Background: an optimization exercise with open tools, aiming at small area, a short achievable clock period and few clock cycles. Do not read the settings as production practice.
Power and IR drop assume default switching activity.

== north ==
==> flow/design.v <==
module ota_core (
    input  wire        clk,
    input  wire        rst,
    input  wire        cmd_valid,
    output reg         cmd_ready,
    input  wire [2:0]  cmd_op,
    input  wire [31:0] cmd_arg,
    input  wire        in_valid,
    output reg         in_ready,
    input  wire [7:0]  in_data,
    output reg         rsp_valid,
    output reg  [31:0] rsp_data,
    output reg         out_valid,
    output reg  [7:0]  out_data,
    output reg         dict_we,
    output reg  [10:0] dict_waddr,
    output reg  [7:0]  dict_wdata,
    output reg  [10:0] dict_raddr,
    input  wire [7:0]  dict_rdata
);
    localparam [31:0] MAGIC_DEFAULT = 32'h45535033;
    localparam [2:0] OP_CFG_MAGIC = 3'd1;
    localparam [2:0] OP_START     = 3'd2;
    localparam [2:0] OP_POLL      = 3'd3;
    localparam [2:0] OP_PROGRESS  = 3'd4;
    localparam [2:0] OP_VERIFY    = 3'd5;
    localparam [2:0] OP_RELEASE   = 3'd6;
    localparam [31:0] RES_INPROGRESS = 32'd0;
    localparam [31:0] RES_DONE       = 32'd1;
    localparam [31:0] ERR_HDR_LENGTH = -32'sd8;
    localparam [31:0] ERR_HDR_MAGIC  = -32'sd9;
    localparam [31:0] ERR_CHECKSUM   = -32'sd10;
    localparam [31:0] ERR_DOWNLOAD   = -32'sd11;
    localparam [2:0] ST_IDLE      = 3'd0;
    localparam [2:0] ST_HEADER    = 3'd1;
    localparam [2:0] ST_FILE      = 3'd2;
    localparam [2:0] ST_COMPLETED = 3'd3;
    localparam [2:0] ST_MAGIC     = 3'd4;
    localparam [2:0] ST_ERROR     = 3'd5;
    reg [2:0]  st;
    reg        err_is_len;
    reg [31:0] magic_cfg;
    reg [32:0] rem;              
    reg [31:0] written;          
    reg        wrapped;          
    reg [31:0] crc;
    reg [31:0] hdr_crc;
    reg [4:0]  hdr_fill;
    reg        len_ok, mag_ok, lborrow;
    reg [31:0] cl;               
    reg [7:0]  b0, b1;           
    reg        v0, v1;
    reg [30:0] bitq;             
    reg [4:0]  bitcnt;
    reg [1:0]  nopp;             
    reg        rd_act;           
    reg        a_lit;            
    reg [4:0]  cnt;              
    reg        last;             
    reg        dv;               
    reg        d_lit;            
    reg [10:0] dp;               
    wire busy = !cmd_ready;      
    reg [31:0] crc_next;
    integer i;
    always @* begin
        crc_next = crc ^ {24'd0, b0};
        for (i = 0; i < 8; i = i + 1)
            crc_next = crc_next[0] ? ((crc_next >> 1) ^ 32'hEDB88320) : (crc_next >> 1);
    end
    function [32:0] inc33;
        input [32:0] a;
        input        ci;
        integer k;
        reg c;
        begin
            c = ci;
            for (k = 0; k < 33; k = k + 1) begin
                inc33[k] = a[k] ^ c;
                c = c & a[k];
            end
        end
    endfunction
    function [32:0] dec33;
        input [32:0] a;
        input        bi;
        integer k;
        reg b;
        begin
            b = bi;
            for (k = 0; k < 33; k = k + 1) begin
                dec33[k] = a[k] ^ b;
                b = b & ~a[k];
            end
        end
    endfunction
    wire active  = (st == ST_HEADER) || (st == ST_FILE) || (st == ST_COMPLETED);
    wire in_file = (st == ST_FILE);
    wire in_hdr  = (st == ST_HEADER);
    wire full_ok = bitq[30] ? (bitcnt >= 5'd9)  : (bitcnt >= 5'd16);
    wire part_ok = bitq[30] ? (bitcnt >= 5'd17) : (bitcnt >= 5'd24);
    wire tp      = (nopp != 2'd0) && full_ok;
    wire take    = tp && (!rd_act || last);
    wire [1:0] nopp_a = !full_ok ? 2'd0 :
                        take     ? {1'b0, nopp[1] && part_ok} :
                        (nopp[1] && !part_ok) ? 2'd1 : nopp;
    wire feed    = v0 && in_file && !nopp_a[1];
    wire ib_go   = v0 && (!in_file || !nopp_a[1]);
    wire cmd_fire = cmd_valid && cmd_ready;
    wire in_fire  = in_valid && in_ready;
    wire do_start = cmd_fire && (cmd_op == OP_START) && !active;
    wire do_poll  = cmd_fire && (cmd_op == OP_POLL);
    wire more     = (cl != 32'd0);
    wire poll_end = busy && !more && !v0 && !tp && !rd_act;
    wire       fwd     = out_valid && (dp == written[10:0]);
    wire       wr_done = wrapped || (dp < written[10:0]);
    wire [7:0] dbyte   = d_lit ? dp[7:0] :
                         fwd ? out_data :
                         wr_done ? dict_rdata :
                         ((dp >= 11'd17) ? 8'h20 : 8'h00);
    wire [38:0] ins   = {b0, 31'd0} >> bitcnt;
    wire [38:0] qx    = {bitq, 8'd0} | (feed ? ins : 39'd0);
    wire [30:0] q_n   = !take ? qx[38:8] : (bitq[30] ? qx[29:0] << 1 : qx[22:0] << 8);
    wire [4:0]  c_n   = !take ? (feed ? bitcnt + 5'd8 : bitcnt) :
                        bitq[30] ? (feed ? bitcnt - 5'd1 : bitcnt - 5'd9) :
                                   (feed ? bitcnt - 5'd8 : bitcnt - 5'd16);
    wire [7:0] rbyte = rem[8*hdr_fill[1:0] +: 8];
    wire [8:0] ldiff = {1'b0, rbyte} - {1'b0, (hdr_fill[1:0] == 2'd0) ? 8'd8 : {7'd0, lborrow}};
    wire v1_n   = (v1 && !ib_go) || (v0 && in_fire && !ib_go);
    wire more_n = in_fire ? (cl != 32'd1) : more;
    wire [32:0] written_x = inc33({1'b0, written}, out_valid);
    wire [31:0] written_n = written_x[31:0];
    wire       r_arg = !busy && ((cmd_op == OP_START && !active) || cmd_op == OP_POLL);
    wire       r_wr  = !busy && (cmd_op == OP_PROGRESS) && active;
    reg  [4:0] r_code;
    always @* begin
        r_code = ERR_DOWNLOAD[4:0];
        if (busy) begin
            case (st)
            ST_HEADER:    r_code = RES_INPROGRESS[4:0];
            ST_COMPLETED: r_code = RES_DONE[4:0];
            ST_FILE:      r_code = (rem == 33'd20) ? RES_DONE[4:0] :
                                   (rem[32] || rem[31:0] < 32'd20) ? ERR_DOWNLOAD[4:0] :
                                   RES_INPROGRESS[4:0];
            ST_MAGIC:     r_code = ERR_HDR_MAGIC[4:0];
            ST_ERROR:     r_code = err_is_len ? ERR_HDR_LENGTH[4:0] : ERR_DOWNLOAD[4:0];
            default:      r_code = ERR_DOWNLOAD[4:0];
            endcase
        end else begin
            case (cmd_op)
            OP_CFG_MAGIC: r_code = active ? ERR_DOWNLOAD[4:0] : RES_DONE[4:0];
            OP_PROGRESS, OP_VERIFY: begin
                if (st == ST_MAGIC)
                    r_code = ERR_HDR_MAGIC[4:0];
                else if (st == ST_ERROR)
                    r_code = err_is_len ? ERR_HDR_LENGTH[4:0] : ERR_DOWNLOAD[4:0];
                else if (cmd_op == OP_VERIFY && st == ST_COMPLETED)
                    r_code = (~crc == hdr_crc) ? RES_DONE[4:0] : ERR_CHECKSUM[4:0];
                else
                    r_code = ERR_DOWNLOAD[4:0];
            end
            OP_RELEASE:   r_code = RES_DONE[4:0];
            default:      r_code = ERR_DOWNLOAD[4:0];
            endcase
        end
    end
    always @* begin
        rsp_data   = cl;
        dict_we    = out_valid;
        dict_wdata = out_data;
        dict_waddr = written[10:0];
    end
    always @(posedge clk) begin
        if (rst) begin
            st        <= ST_IDLE;
            cmd_ready <= 1'b1;
            in_ready  <= 1'b0;
            magic_cfg <= MAGIC_DEFAULT;
            rsp_valid <= 1'b0;
            out_valid <= 1'b0;
            v0        <= 1'b0;
            v1        <= 1'b0;
            nopp      <= 2'd0;
            rd_act    <= 1'b0;
            dv        <= 1'b0;
        end else begin
            rsp_valid <= cmd_fire ? (cmd_op != OP_POLL) : poll_end;
            cmd_ready <= cmd_ready ? !do_poll : poll_end;
            if (cmd_fire && cmd_op == OP_CFG_MAGIC && !active)
                magic_cfg <= cmd_arg;
            if (do_start)
                st <= ST_HEADER;
            else if (cmd_fire && cmd_op == OP_RELEASE)
                st <= ST_IDLE;
            else if (ib_go && in_hdr && hdr_fill == 5'd19)
                st <= (!len_ok || lborrow) ? ST_ERROR : (!mag_ok ? ST_MAGIC : ST_FILE);
            else if (poll_end && in_file && (rem == 33'd20))
                st <= ST_COMPLETED;
            else if (poll_end && in_file && (rem[32] || rem[31:0] < 32'd20))
                st <= ST_ERROR;
            if (do_poll) begin
                in_ready <= 1'b1;
            end else begin
                in_ready <= busy && more_n && !v1_n;
            end
            v0 <= ib_go ? (v1 || in_fire) : (v0 || in_fire);
            v1 <= v1_n;
            if (do_start)
                nopp <= 2'd0;
            else if (in_file)
                nopp <= nopp_a + {1'b0, feed};
            rd_act    <= take || (rd_act && !last);
            dv        <= rd_act;
            out_valid <= dv;
        end
    end
    always @(posedge clk) begin
        if (!busy || poll_end)
            cl <= r_arg ? cmd_arg : r_wr ? written_n : {{27{r_code[4]}}, r_code};
        else if (in_fire)
            cl <= dec33({1'b0, cl}, 1'b1);
        if (ib_go || !v0)
            b0 <= v1 ? b1 : in_data;
        if (!v1)
            b1 <= in_data;
        if (poll_end && in_file)
            err_is_len <= 1'b0;
        if (do_start) begin
            rem      <= {1'b0, cmd_arg};
            crc      <= 32'hFFFFFFFF;
            hdr_fill <= 5'd0;
            len_ok   <= 1'b1;
            mag_ok   <= 1'b1;
            lborrow  <= 1'b0;
        end else if (ib_go) begin
            if (in_hdr) begin
                hdr_fill <= hdr_fill + 5'd1;
                if (hdr_fill[4:2] == 3'd0) begin
                    len_ok  <= len_ok && (b0 == ldiff[7:0]);
                    lborrow <= ldiff[8];
                end
                if (hdr_fill[4:2] == 3'd1)
                    hdr_crc <= {b0, hdr_crc[31:8]};
                if (hdr_fill[4:2] == 3'd2)
                    mag_ok <= mag_ok && (b0 == magic_cfg[8*hdr_fill[1:0] +: 8]);
                if (hdr_fill >= 5'd8)
                    crc <= crc_next;
                if (hdr_fill == 5'd19)
                    err_is_len <= 1'b1;
            end else if (in_file) begin
                crc <= crc_next;
                rem <= dec33(rem, 1'b1);
            end
        end
        if (do_start) begin
            bitq   <= 31'd0;
            bitcnt <= 5'd0;
        end else begin
            bitq   <= q_n;
            bitcnt <= c_n;
        end
        if (take) begin
            a_lit      <= bitq[30];
            dict_raddr <= bitq[30] ? {3'd0, bitq[29:22]} : bitq[29:19] + 11'd17;
            cnt        <= bitq[30] ? 5'd0 : {1'b0, bitq[18:15]} + 5'd1;
            last       <= bitq[30];
        end else begin
            a_lit      <= 1'b0;
            dict_raddr <= dict_raddr + 11'd1;
            cnt        <= cnt - 5'd1;
            last       <= (cnt == 5'd1);
        end
        d_lit    <= a_lit;
        dp       <= dict_raddr;
        out_data <= dbyte;
        written  <= do_start ? 32'd0 : written_n;
        wrapped  <= do_start ? 1'b0 : (wrapped || (out_valid && written[10:0] == 11'd2047));
    end
endmodule
Settings: LEC_CHECK=0, CAP_MARGIN=20, CORE_MARGIN=2, CORE_UTILIZATION=40, SLEW_MARGIN=20; clock period 10.0 ns.
standard.sh (not shown) runs the stock make flow with config.mk's settings and CLKGATE_MAP_FILE= SYNTH_SCRIPT=/design/flow/synth_recipe.tcl, a recipe that flattens the netlist after the stock synthesis.
==> flow/flow/run.sh <==
#!/bin/bash
set -euo pipefail
bash standard.sh SETUP_SLACK_MARGIN=7 finish > standard_flow.log 2>&1
diff inputs: north => south
--- a/flow/design.v
+++ b/flow/design.v
@@ -67,34 +67,8 @@
         crc_next = crc ^ {24'd0, b0};
         for (i = 0; i < 8; i = i + 1)
             crc_next = crc_next[0] ? ((crc_next >> 1) ^ 32'hEDB88320) : (crc_next >> 1);
     end
-    function [32:0] inc33;
-        input [32:0] a;
-        input        ci;
-        integer k;
-        reg c;
-        begin
-            c = ci;
-            for (k = 0; k < 33; k = k + 1) begin
-                inc33[k] = a[k] ^ c;
-                c = c & a[k];
-            end
-        end
-    endfunction
-    function [32:0] dec33;
-        input [32:0] a;
-        input        bi;
-        integer k;
-        reg b;
-        begin
-            b = bi;
-            for (k = 0; k < 33; k = k + 1) begin
-                dec33[k] = a[k] ^ b;
-                b = b & ~a[k];
-            end
-        end
-    endfunction
     wire active  = (st == ST_HEADER) || (st == ST_FILE) || (st == ST_COMPLETED);
     wire in_file = (st == ST_FILE);
     wire in_hdr  = (st == ST_HEADER);
     wire full_ok = bitq[30] ? (bitcnt >= 5'd9)  : (bitcnt >= 5'd16);
@@ -127,10 +101,9 @@
     wire [7:0] rbyte = rem[8*hdr_fill[1:0] +: 8];
     wire [8:0] ldiff = {1'b0, rbyte} - {1'b0, (hdr_fill[1:0] == 2'd0) ? 8'd8 : {7'd0, lborrow}};
     wire v1_n   = (v1 && !ib_go) || (v0 && in_fire && !ib_go);
     wire more_n = in_fire ? (cl != 32'd1) : more;
-    wire [32:0] written_x = inc33({1'b0, written}, out_valid);
-    wire [31:0] written_n = written_x[31:0];
+    wire [31:0] written_n = written + {31'd0, out_valid};
     wire       r_arg = !busy && ((cmd_op == OP_START && !active) || cmd_op == OP_POLL);
     wire       r_wr  = !busy && (cmd_op == OP_PROGRESS) && active;
     reg  [4:0] r_code;
     always @* begin
@@ -217,9 +190,9 @@
     always @(posedge clk) begin
         if (!busy || poll_end)
             cl <= r_arg ? cmd_arg : r_wr ? written_n : {{27{r_code[4]}}, r_code};
         else if (in_fire)
-            cl <= dec33({1'b0, cl}, 1'b1);
+            cl <= cl - 32'd1;
         if (ib_go || !v0)
             b0 <= v1 ? b1 : in_data;
         if (!v1)
             b1 <= in_data;
@@ -248,9 +221,9 @@
                 if (hdr_fill == 5'd19)
                     err_is_len <= 1'b1;
             end else if (in_file) begin
                 crc <= crc_next;
-                rem <= dec33(rem, 1'b1);
+                rem <= rem - 33'd1;
             end
         end
         if (do_start) begin
             bitq   <= 31'd0;
--- outcome ---
south: all stages complete, timing, DRC and antenna checks passed. When the final numbers for north and south were put side by side, the relative slew slack turned out to be greater in north. Between north and south, the distinct cell type count after synthesis is higher for south. On clock power, the lower figure sits with north, not south. Relative to north, the maximum clock frequency measured on south has increased by more than half. Looking at endpoint of the worst setup timing path, the cl[31] result is from north; the cl[16] one comes from south. Relative to north, clock skew has increased by 0.0045 ns in south. Relative to north, total vias in the final route increased by 1794 in south.
Function was not checked in any run of this note: the RTL went through the layout flow alone.

-- separate check: timing with driven ports --
Ports are ideal in the flow. The routed layouts listed here were re-timed in OpenROAD.
Step 1, drivers: a clkbuf_16 drives clk and a buf_2 each remaining input, both assumed.
Step 2 also shifts input and output timing later by t, the mid clock arrival at the registers, as if the neighbouring blocks saw the same clock.
Slacks: ideal ports / drivers / drivers and shift; pairs: ideal ports / drivers.
run	t, ns	setup slack, ns	hold slack, ns	cell pins on the clock port's net
north	0.601	4.238 / 4.238 / 4.238	0.331 / 0.331 / 0.331	1
south	0.579	6.748 / 6.735 / 6.160	0.329 / 0.329 / 0.329	1
After both steps setup and hold are still met in every run listed. For south, which loses most, drivers alone change the setup slack by -0.013 ns; drivers and shift together by -0.588 ns.
